Source: an optimization exercise on an open RTL-to-GDS flow (aim: small area, a short achievable clock period and few clock cycles). Production flows keep margins and buffers that such runs may drop. Only simulation tests tie the RTL to the original design; equivalence was not proved. Power is estimated from default activity; no workload was simulated.

**flow/design.v**
```verilog
module audio_mixer (
    input  wire        clk,
    input  wire        rst,
    input  wire        bus_req,
    input  wire        bus_we,
    input  wire [1:0]  bus_size,
    input  wire [23:0] bus_addr,
    input  wire [31:0] bus_wdata,
    output wire        bus_ack,
    output wire [31:0] bus_rdata,
    output wire        sink_valid,
    output wire        sink_last,
    output wire [15:0] sink_left,
    output wire [15:0] sink_right
);
    localparam [3:0] F_ILLEGAL = 4'd1, F_BADFPS = 4'd2, F_STALE = 4'd3,
                     F_TOOLONG = 4'd4, F_BUS = 4'd6;
    reg        enabled, paused, bufs_valid;
    reg  [1:0] fps;               
    reg        cinit;             
    reg  [4:0] rh;                
    reg        aux_empty, aux_err;
    reg  [3:0] aux_len;           
    reg  [2:0] aux_pos;           
    reg        fault;
    reg  [3:0] fault_code;
    reg [31:0] drain_count;
    reg  [7:0] pcm_b [0:31];
    reg  [7:0] syn_b [0:31];
    reg  [7:0] aux_b [0:15];
    reg [15:0] mixe  [0:15];
    reg [15:0] ringe [0:19];
    reg        busy;              
    reg        ack_r;             
    reg        proc_r;            
    reg  [2:0] j;                 
    reg  [4:0] rp;                
    reg [31:0] rdata_r;
    reg        sv_r, sl_r;
    reg [15:0] sleft_r, sright_r;
    wire cfg_stale = enabled & ~bufs_valid;
    wire active    = enabled & ~paused;
    reg  [4:0] mixlen;
    reg  [3:0] frames;
    reg  [7:0] fps_val;
    always @(*) begin
        case (fps)
            2'd0:    begin mixlen = 5'd16; frames = 4'd8; fps_val = 8'd30;  end
            2'd2:    begin mixlen = 5'd4;  frames = 4'd2; fps_val = 8'd120; end
            default: begin mixlen = 5'd8;  frames = 4'd4; fps_val = 8'd60;  end
        endcase
    end
    wire [31:0] status = {20'd0, fault_code, fault, 1'b0, bufs_valid, aux_err,
                          aux_empty, cfg_stale, paused, enabled};
    wire [5:0] wh = {1'b0, rh} + 6'd12;                
    wire [4:0] wbase = (wh >= 6'd20) ? wh[4:0] - 5'd20 : wh[4:0];
    wire [23:0] a = bus_addr;
    wire aligned = (bus_size == 2'd0) ||
                   (bus_size == 2'd1 && a[0] == 1'b0) ||
                   (bus_size == 2'd2 && a[1:0] == 2'b00);
    wire in_regs = (a[23:12] == 12'h000);
    wire in_pcm  = (a[23:16] == 8'h01);
    wire in_syn  = (a[23:16] == 8'h02);
    wire in_mix  = (a[23:16] == 8'h03);
    wire in_ring = (a[23:18] == 6'b000001);
    wire in_aux  = a[23];
    wire ok_regs = in_regs && bus_size == 2'd2 && a[11:6] == 6'd0 &&
                   a[5:2] <= 4'hA;
    wire ok_win  = (in_pcm || in_syn || in_mix) && a[15:5] == 11'd0;
    wire ok_ring = in_ring && a[17:6] == 12'd0 && a[5:0] < 6'd40;
    wire ok_aux  = in_aux && a[22:4] == 19'd0;
    wire acc_ok  = bus_size != 2'd3 && aligned && (ok_regs || ok_win || ok_ring || ok_aux);
    wire fast = bus_we && (a[23] || a[17] || a[16]);
    wire idle_req = bus_req && !busy;
    wire [2:0] wi = a[4:2];
    wire [31:0] pcm_w = {pcm_b[{wi, 2'd3}], pcm_b[{wi, 2'd2}], pcm_b[{wi, 2'd1}], pcm_b[{wi, 2'd0}]};
    wire [31:0] syn_w = {syn_b[{wi, 2'd3}], syn_b[{wi, 2'd2}], syn_b[{wi, 2'd1}], syn_b[{wi, 2'd0}]};
    wire [31:0] aux_w = {aux_b[{a[3:2], 2'd3}], aux_b[{a[3:2], 2'd2}],
                         aux_b[{a[3:2], 2'd1}], aux_b[{a[3:2], 2'd0}]};
    wire [31:0] mix_w = (bufs_valid && {1'b0, wi} < frames) ?
                        {mixe[{wi, 1'b1}], mixe[{wi, 1'b0}]} : 32'd0;
    wire [3:0]  ri = a[5:2];
    wire [31:0] ring_w = bufs_valid ? {ringe[{ri, 1'b1}], ringe[{ri, 1'b0}]} : 32'd0;
    reg [31:0] reg_w;
    always @(*) begin
        case (a[5:2])
            4'h1:    reg_w = status;
            4'h2:    reg_w = {24'd0, fps_val};
            4'h3:    reg_w = {27'd0, mixlen};
            4'h4:    reg_w = {28'd0, frames};
            4'h5:    reg_w = 32'd40;
            4'h6:    reg_w = cinit ? {25'd0, wh, 1'b0} : 32'd0;
            4'h7:    reg_w = {26'd0, rh, 1'b0};
            4'h8:    reg_w = {28'd0, aux_len};
            4'h9:    reg_w = {29'd0, aux_pos};
            4'hA:    reg_w = drain_count;
            default: reg_w = 32'd0;
        endcase
    end
    reg [31:0] win_w;
    always @(*) begin
        if (in_pcm)       win_w = pcm_w;
        else if (in_syn)  win_w = syn_w;
        else if (in_mix)  win_w = mix_w;
        else if (in_ring) win_w = ring_w;
        else              win_w = aux_w;
    end
    reg [31:0] rdata_c;
    always @(*) begin
        rdata_c = 32'd0;
        if (acc_ok) begin
            if (in_regs)
                rdata_c = reg_w;
            else if (bus_size == 2'd2)
                rdata_c = win_w;
            else if (bus_size == 2'd1)
                rdata_c[15:0] = a[1] ? win_w[31:16] : win_w[15:0];
            else
                case (a[1:0])
                    2'd0: rdata_c[7:0] = win_w[7:0];
                    2'd1: rdata_c[7:0] = win_w[15:8];
                    2'd2: rdata_c[7:0] = win_w[23:16];
                    default: rdata_c[7:0] = win_w[31:24];
                endcase
        end
    end
    wire [31:0] wd = bus_wdata;
    wire [31:0] wa;
    assign wa[7:0]   = wd[7:0];
    assign wa[15:8]  = (bus_size == 2'd0) ? wd[7:0] : wd[15:8];
    assign wa[23:16] = (bus_size == 2'd2) ? wd[23:16] : wd[7:0];
    assign wa[31:24] = (bus_size == 2'd2) ? wd[31:24] :
                       (bus_size == 2'd1) ? wd[15:8] : wd[7:0];
    wire wr_data = idle_req && fast && acc_ok;
    wire wr_pcm  = wr_data && in_pcm;
    wire wr_syn  = wr_data && in_syn;
    wire wr_aux  = wr_data && in_aux;
    function covers;
        input [4:0] b;
        input [4:0] ad;
        input [1:0] sz;
        begin
            case (sz)
                2'd0:    covers = (b == ad);
                2'd1:    covers = (b[4:1] == ad[4:1]);
                default: covers = (b[4:2] == ad[4:2]);
            endcase
        end
    endfunction
    wire [7:0]  op       = wd[7:0];
    wire [23:0] arg      = wd[31:8];
    wire        arg_zero = (arg == 24'd0);
    wire        op_noarg = (op == 8'h00) || (op == 8'h01) || (op == 8'h02) ||
                           (op == 8'h03) || (op == 8'h04) || (op == 8'h06) ||
                           (op == 8'h0B);
    wire        illegal  = (op > 8'h0B) || (op_noarg && !arg_zero);
    wire        fps_ok   = (arg == 24'd30) || (arg == 24'd60) || (arg == 24'd120);
    wire [1:0]  fps_new  = (arg == 24'd30) ? 2'd0 : (arg == 24'd120) ? 2'd2 : 2'd1;
    wire        op_mix   = (op == 8'h07);
    wire        op_push  = (op == 8'h08);
    wire        op_tick  = (op == 8'h09);
    wire        stream   = op_mix || op_push || op_tick;
    wire        too_long = (arg > {19'd0, mixlen});
    reg  [3:0] cmd_fault;
    always @(*) begin
        cmd_fault = 4'd0;
        if (illegal)
            cmd_fault = F_ILLEGAL;
        else if (op == 8'h05 && !fps_ok)
            cmd_fault = F_BADFPS;
        else if (stream && active) begin
            if (cfg_stale)
                cmd_fault = F_STALE;
            else if (too_long)
                cmd_fault = F_TOOLONG;
        end
    end
    wire cmd_go = idle_req && bus_we && acc_ok && in_regs && a[5:2] == 4'h0 &&
                  !fault && cmd_fault == 4'd0;
    wire start  = cmd_go && stream && active;
    wire reset_bufs = cmd_go && ((op == 8'h01) || (enabled && (op == 8'h04 || op == 8'h06)));
    wire        mixing  = op[0];                  
    wire        pushing = op[3];                  
    wire [4:0]  n       = wd[12:8];
    wire        proc    = start || proc_r;
    wire [4:0]  i0      = {1'b0, j, 1'b0};
    wire        v0      = i0 < n;
    wire        v1      = (i0 + 5'd1) < n;
    wire [2:0] p1 = ({1'b0, aux_pos} + 4'd1 == aux_len) ? 3'd0 : aux_pos + 3'd1;
    wire [2:0] p2 = ({1'b0, p1} + 4'd1 == aux_len) ? 3'd0 : p1 + 3'd1;
    wire [15:0] pcm0 = {pcm_b[{j, 2'd1}], pcm_b[{j, 2'd0}]};
    wire [15:0] pcm1 = {pcm_b[{j, 2'd3}], pcm_b[{j, 2'd2}]};
    wire [15:0] syn0 = {syn_b[{j, 2'd1}], syn_b[{j, 2'd0}]};
    wire [15:0] syn1 = {syn_b[{j, 2'd3}], syn_b[{j, 2'd2}]};
    wire [15:0] aux0 = aux_empty ? 16'd0 : {aux_b[{aux_pos, 1'b1}], aux_b[{aux_pos, 1'b0}]};
    wire [15:0] aux1 = aux_empty ? 16'd0 : {aux_b[{p1, 1'b1}], aux_b[{p1, 1'b0}]};
    function [15:0] clip3;
        input [15:0] x, y, z;
        reg signed [17:0] s;
        begin
            s = $signed({{2{x[15]}}, x}) + $signed({{2{y[15]}}, y}) +
                $signed({{2{z[15]}}, z});
            if (s[17:15] == 3'b000 || s[17:15] == 3'b111)
                clip3 = s[15:0];
            else
                clip3 = {s[17], {15{~s[17]}}};
        end
    endfunction
    wire [15:0] c0 = clip3(aux0, pcm0, syn0);
    wire [15:0] c1 = clip3(aux1, pcm1, syn1);
    wire [15:0] m0 = mixe[{j, 1'b0}];
    wire [15:0] m1 = mixe[{j, 1'b1}];
    wire [15:0] l0 = (mixing && v0) ? c0 : m0;
    wire [15:0] l1 = (mixing && v1) ? c1 : m1;
    wire [4:0]  pos  = busy ? rp : wbase;
    wire [4:0]  pos2 = (pos >= 5'd18) ? pos - 5'd18 : pos + 5'd2;
    wire [15:0] xe   = pos[0] ? l1 : l0;         
    wire [15:0] xo   = pos[0] ? l0 : l1;         
    wire        rw0  = proc && pushing && v0;
    wire [15:0] l0_g = l0 & {16{~reset_bufs}};
    wire [15:0] l1_g = l1 & {16{~reset_bufs}};
    wire [15:0] xe_g = xe & {16{~reset_bufs}};
    wire [15:0] xo_g = xo & {16{~reset_bufs}};
    wire        rw1  = proc && pushing && v1;
    wire [3:0]  npairs = pushing ? frames : ((n + 5'd1) >> 1);
    wire        last   = ({1'b0, j} + 4'd1 >= npairs);
    assign bus_ack    = ack_r || (bus_req && !busy && fast);
    assign bus_rdata  = rdata_r;
    assign sink_valid = sv_r;
    assign sink_last  = sl_r;
    assign sink_left  = sleft_r;
    assign sink_right = sright_r;
    integer k;
    always @(posedge clk) begin
        for (k = 0; k < 32; k = k + 1) begin
            if (wr_pcm && covers(k[4:0], a[4:0], bus_size)) pcm_b[k] <= wa[8*(k%4) +: 8];
            if (wr_syn && covers(k[4:0], a[4:0], bus_size)) syn_b[k] <= wa[8*(k%4) +: 8];
        end
        for (k = 0; k < 16; k = k + 1)
            if (wr_aux && covers(k[4:0], {1'b0, a[3:0]}, bus_size)) aux_b[k] <= wa[8*(k%4) +: 8];
        for (k = 0; k < 16; k = k + 1)
            if (reset_bufs || (proc && k / 2 == j))
                mixe[k] <= (k % 2 == 0) ? l0_g : l1_g;
        for (k = 0; k < 20; k = k + 1)
            if (reset_bufs || (rw0 && pos == k) || (rw1 && pos == (k + 19) % 20))
                ringe[k] <= (k % 2 == 0) ? xe_g : xo_g;
        if (proc) begin
            sleft_r  <= l0;
            sright_r <= l1;
        end
    end
    always @(posedge clk) begin
        if (rst) begin
            enabled     <= 1'b0;
            paused      <= 1'b0;
            bufs_valid  <= 1'b0;
            fps         <= 2'd1;
            cinit       <= 1'b0;
            rh          <= 5'd0;
            aux_empty   <= 1'b1;
            aux_err     <= 1'b0;
            aux_len     <= 4'd1;
            aux_pos     <= 3'd0;
            fault       <= 1'b0;
            fault_code  <= 4'd0;
            drain_count <= 32'd0;
            busy        <= 1'b0;
            ack_r       <= 1'b0;
            proc_r      <= 1'b0;
            j           <= 3'd0;
            sv_r        <= 1'b0;
            sl_r        <= 1'b0;
        end else begin
            sv_r <= proc && pushing;
            sl_r <= proc && pushing && last;
            if (busy) begin
                if (ack_r) begin
                    busy  <= 1'b0;
                    ack_r <= 1'b0;
                end
            end else if (bus_req) begin
                if (!acc_ok) begin
                    if (!fault) begin
                        fault      <= 1'b1;
                        fault_code <= F_BUS;
                    end
                end else if (cmd_go) begin
                    case (op)
                    8'h01: begin
                        enabled <= 1'b1;
                        paused  <= 1'b0;
                    end
                    8'h02: begin
                        enabled    <= 1'b0;
                        paused     <= 1'b0;
                        bufs_valid <= 1'b0;
                    end
                    8'h03:
                        if (enabled) paused <= 1'b1;
                    8'h04:
                        if (enabled) paused <= 1'b0;
                    8'h05:
                        if (fps_new != fps) begin
                            fps <= fps_new;
                            if (enabled) bufs_valid <= 1'b0;
                        end
                    8'h0A:
                        if (arg_zero || arg > 24'd8) begin
                            aux_err <= 1'b1;
                        end else begin
                            aux_len   <= arg[3:0];
                            aux_pos   <= 3'd0;
                            aux_empty <= 1'b0;
                            aux_err   <= 1'b0;
                        end
                    8'h0B: begin
                        aux_empty <= 1'b1;
                        aux_len   <= 4'd1;
                        aux_pos   <= 3'd0;
                        aux_err   <= 1'b0;
                    end
                    default: ;
                    endcase
                end else if (idle_req && bus_we && in_regs && a[5:2] == 4'h0 &&
                             !fault && cmd_fault != 4'd0) begin
                    fault      <= 1'b1;
                    fault_code <= cmd_fault;
                end
                if (!fast) begin
                    busy   <= 1'b1;
                    ack_r  <= !start;
                end
                rdata_r <= bus_we ? 32'd0 : rdata_c;
            end
            if (reset_bufs) begin
                bufs_valid <= 1'b1;
                cinit      <= 1'b1;
                rh         <= 5'd0;
            end
            if (start && pushing) begin
                drain_count <= drain_count + 32'd1;
                rh <= ({1'b0, rh} + {1'b0, n} > 6'd20) ? rh + n - 5'd20 : rh + n;
            end
            if (proc) begin
                if (mixing)
                    aux_pos <= v1 ? p2 : (v0 ? p1 : aux_pos);
                rp     <= pos2;
                proc_r <= !last;
                ack_r  <= last;
                j      <= last ? 3'd0 : j + 3'd1;
            end
        end
    end
endmodule
```
**flow/run.sh**
```bash
#!/bin/bash
# synth_recipe.tcl (not shown) runs the flow's synth.tcl, then flattens the netlist and writes it again
# the make line also repeats each setting of config.mk as NAME=value (left out here)
make -C /OpenROAD-flow-scripts/flow DESIGN_CONFIG=/design/flow/config.mk WORK_HOME=/design/flow/orfs CLKGATE_MAP_FILE= SYNTH_SCRIPT=/design/flow/synth_recipe.tcl finish
```
**flow/config.mk**
```make
export PLATFORM = sky130hd
export DESIGN_NAME = audio_mixer
export DESIGN_NICKNAME = audio_mixer
export VERILOG_FILES = /design/flow/design.v
export SDC_FILE = /design/flow/constraint.sdc
export NUM_CORES = 8
export LEC_CHECK = 0
export CAP_MARGIN = 20
export CORE_MARGIN = 2
export CORE_UTILIZATION = 40
export SLEW_MARGIN = 20
```
**flow/constraint.sdc**
```tcl
create_clock -name core_clock -period 12.0 [get_ports {clk}]
set_input_delay 2.4000 -clock core_clock [delete_from_list [all_inputs] [get_ports {clk}]]
set_output_delay 2.4000 -clock core_clock [all_outputs]
set_load 0.01 [all_outputs]
```
==> notes.md <==
* Fin area at around 75000 um^2
* WL/cell at approximately 42 um
* Unrepaired setup endpoints after global routing: false
* Syn_nets at around 5.3k
* Max-cap violation count at 0
* First-pass DRT Iterations at 10
* Slew @ Worst Pin at 1.44 ns
* Clock Path Buffers at 3
* Post-synth top area share at 0.588
* Largest area contributor in the netlist: edfxtp_1
* Main synth FF type: edfxtp_1
* Inserted Clock Buffers at ~150
* Post-CTS Setup Inserts at 0
* Final setup vio count at 0
* Fin Setup TNS at 0 ns
* Count of input and output buffers at 128
* WL final at about 310 mm
* Final min period at 9.92 ns
* Worst Hold Class: register to register
* R2r setup slk at approximately 2.1 ns
* Clk Latency, worst-skew pair at ~0.84 ns
* CP arrival at ~10 ns
* Crit path kind: register to register
* H-tree levels at 4
* Hold slack at 0.489 ns
* Max VDD drop at roughly 0.14 mV
* Leak pwr at roughly 0.024 uW
* Yosys reg bits at roughly 1.3k
* Post-synth top cells: 1285 x edfxtp_1, 322 x nand2_1, 314 x clkbuf_1
* CP Capture Type: register
* Post-CTS resize count at 0
* TritonCTS Sinks at 1349
* TritonCTS clock tree: built
* Area Growth Syn to Fin at 13.9%
* Mapped Cells at a little over 5k
* Register area share after synthesis at 0.607
* Reg clk slew, reported paths at roughly 0.06 ns
* GRT Overall Usage at 0.361
* Post-synth EDFFs at between 1k and 1.5k
* Ys async rst share at 0
* Final hold violations at 0
* Overflow after GRT at 0
* Dpl hpwl at ~210 mm
* Nets@finish at between 5k and 6k
* Vias post-DR at between 50k and 60k
* Final period util at 0.827
* Root Buffer: clkbuf_16
* Die width at slightly above 400 um
* Slew headroom at 0.0411
* Core area at 163000 um^2
* Row count at approximately 150
* Post-DP Area at 70200 um^2
* Design Power at ~10000 uW
* Initial Utilization at 0.403
* Largest net degree at the start of global routing at 92
* Crit Path Max Fanout at 52
* Num ports at about 130
* Vias in the first global route at 49.1k
* Routed Antenna Nets at 0
* Mapped Area at 65700 um^2
* Most frequent cell after synthesis: edfxtp_1
* Ranking of synthesized cells by area: edfxtp_1 59%, a222oi_1 3.2%, a221oi_1 2.6%
* PD cells at between 100 and 150 nW/um^2
* Status: no timing/DRC/antenna violations
* Critical Path Start Type: register
* Number of hold buffers added after cts at 0
* First-pass GRT wire length at between 400 and 500 mm
* Starting DRT DRC Count at 11.9k
* Netlist cell types at 91
* Die Y at just over 400 um
* Mapped Avg Cell Area at between 10 and 15 um^2
* DRC violations left at 0
* Antenna violations before repair at 25
* Layout cells sized above 1 at 0.139
* Die area at between 150000 and 200000 um^2
* Max-slew violation count at 0
* Gp weighted congestion at between 1 and 1.5
* YS warnings at 6
* Worst Clk Skew at 0.0419 ns
* WP data required at about 12 ns
* Drt via density at approximately 7
* Fmax at roughly 100 MHz
==> cells in the final DEF (no fill, tap or decap), drive strengths merged, types with 51 or more instances in the layout <==
| cell type | instances |
|---|---|
| a22oi | 207 |
| mux2i | 91 |
| clkbuf | 191 |
| o21ai | 227 |
| nand2 | 322 |
| nor3 | 59 |
| nand3 | 89 |
| edfxtp | 1285 |
| inv | 100 |
| nor2 | 308 |
| clkdlybuf4s50 | 120 |
| dfxtp | 64 |
| o22ai | 53 |
| clkinv | 58 |
| a222oi | 207 |
| a211oi | 56 |
| mux2 | 138 |
| ha | 78 |
| buf | 216 |
| a21oi | 257 |
| mux4 | 51 |
| a31oi | 93 |
| a21o | 77 |
| a221oi | 195 |
==> final cells by class <==
type,instances,area (um^2)
Tap cell,2175,2720
Multi-Input combinational cell,3265,24400
Clock buffer,190,3920
Antenna cell,14,35.0
Sequential cell,1349,39900
Clock inverter,71,547
Inverter,96,360
Fill cell,14600,88200
Timing Repair Buffer,337,2880
==> flip-flops by register name, indices dropped and copies added (netlist names), 5 cells and up <==
signal and flops:
syn_b 256, drain_count 32, rdata_r 32, ringe 320, mixe 256, sleft_r 16
rh 5, aux_b 128, pcm_b 256, rp 5, sright_r 16
==> layer usage <==
metal | track usage | routed length (um)
met5 | 0 | 77
met4 | 0.223 | 23600
met3 | 0.117 | 45600
met2 | 0.518 | 130000
met1 | 0.471 | 112000
==> where the power goes <==
| group | switching, uW | internal, uW | leakage, uW |
|---|---|---|---|
| sequential | 3.20 | 5180 | 0.0121 |
| clock | 1920 | 2420 | 0.00218 |
| combinational | 542 | 183 | 0.00998 |
| total | 2470 | 7780 | 0.0242 |
==> stage by stage <==
| stage | setup slack, ns | std cells | utilization |
|---|---|---|---|
| 2_1_floorplan | 3.63 | 5124 | - |
| 3_3_place_gp | 2.19 | 7219 | 0.431 |
| 3_5_place_dp | 2.20 | 7219 | 0.431 |
| 4_1_cts | 2.14 | 7480 | 0.458 |
| 5_1_grt | 1.89 | 7484 | 0.459 |
| 6_report | 2.08 | 7497 | 0.459 |
==> cells by family (layout without fill, tap and decap cells) <==
group	Yosys count	count (layout)	synth area share
buffers and inverters	510	694	0.0299
multiplexers	280	280	0.0550
adder cells (fa/ha/maj)	114	114	0.0257
AO/OA/AOI/OAI	1728	1728	0.194
AND/OR/NAND/NOR	1093	1093	0.0810
XOR/XNOR	50	50	0.00667
flip-flops	1349	1349	0.607
other	0	14	0
==> path summary, 6_finish.rpt <==
kind / startpoint / end / depth (start not counted)
worst max-delay path: aux_pos[2] / ringe[15][12] / 25
worst min-delay path: fault_code[0] / fault_code[0] / 2
worst max register to register: aux_pos[2] / ringe[15][12] / 25
worst min register to register: fault_code[0] / fault_code[0] / 2
==> worst max-delay path: stages (launching register included) <==
cell and delay, ns:
dfxtp_1 0.30, buf_4 0.39, inv_1 0.41, ha_1 0.51, xnor2_1 0.14, nor3_1 0.08
and2_1 0.20, nor2_4 0.09, buf_4 0.51, inv_1 0.11, ha_1 0.49, or4_1 0.89
nand3_1 0.17, o221ai_1 0.25, fa_1 0.60, inv_1 0.05, ha_1 0.23, fa_1 0.49
a211oi_1 0.34, o21ai_0 0.26, nand4_1 0.35, a21oi_1 0.13, o21bai_2 0.54, o21ai_0 0.24
a21oi_1 1.10, o22ai_1 0.56
Testbench counts, summed over its fixed seeds: cycles 20,385.

-- afterwards: timing with drivers on the ports --
The flow's constraints put no driver on any port. The routed layout listed below was extracted and timed again, unchanged, in two steps.
Step 1 (the two cells are an assumption about what drives the block):
set clk [get_ports {clk}]
set_driving_cell -lib_cell sky130_fd_sc_hd__clkbuf_16 $clk
set_driving_cell -lib_cell sky130_fd_sc_hd__buf_2 [delete_from_list [all_inputs] $clk]
Step 2, shift: input delay + t, output delay - t, t = (earliest + latest rising clock arrival at the registers) / 2. This alone moves slack from input paths to output paths.
a / b / c = ideal / step 1 / step 2; a / b = the first two.
shift t [ns]: 0.898
setup WS [ns]: 2.078 / 2.078 / 2.078
worst slew at a driven data input, ns: 0.06
cell pins on the clock port's net: 1
After both steps setup and hold are still met in this run. The setup slack of this run moves by 0.000 ns with the drivers and by 0.000 ns with both steps.
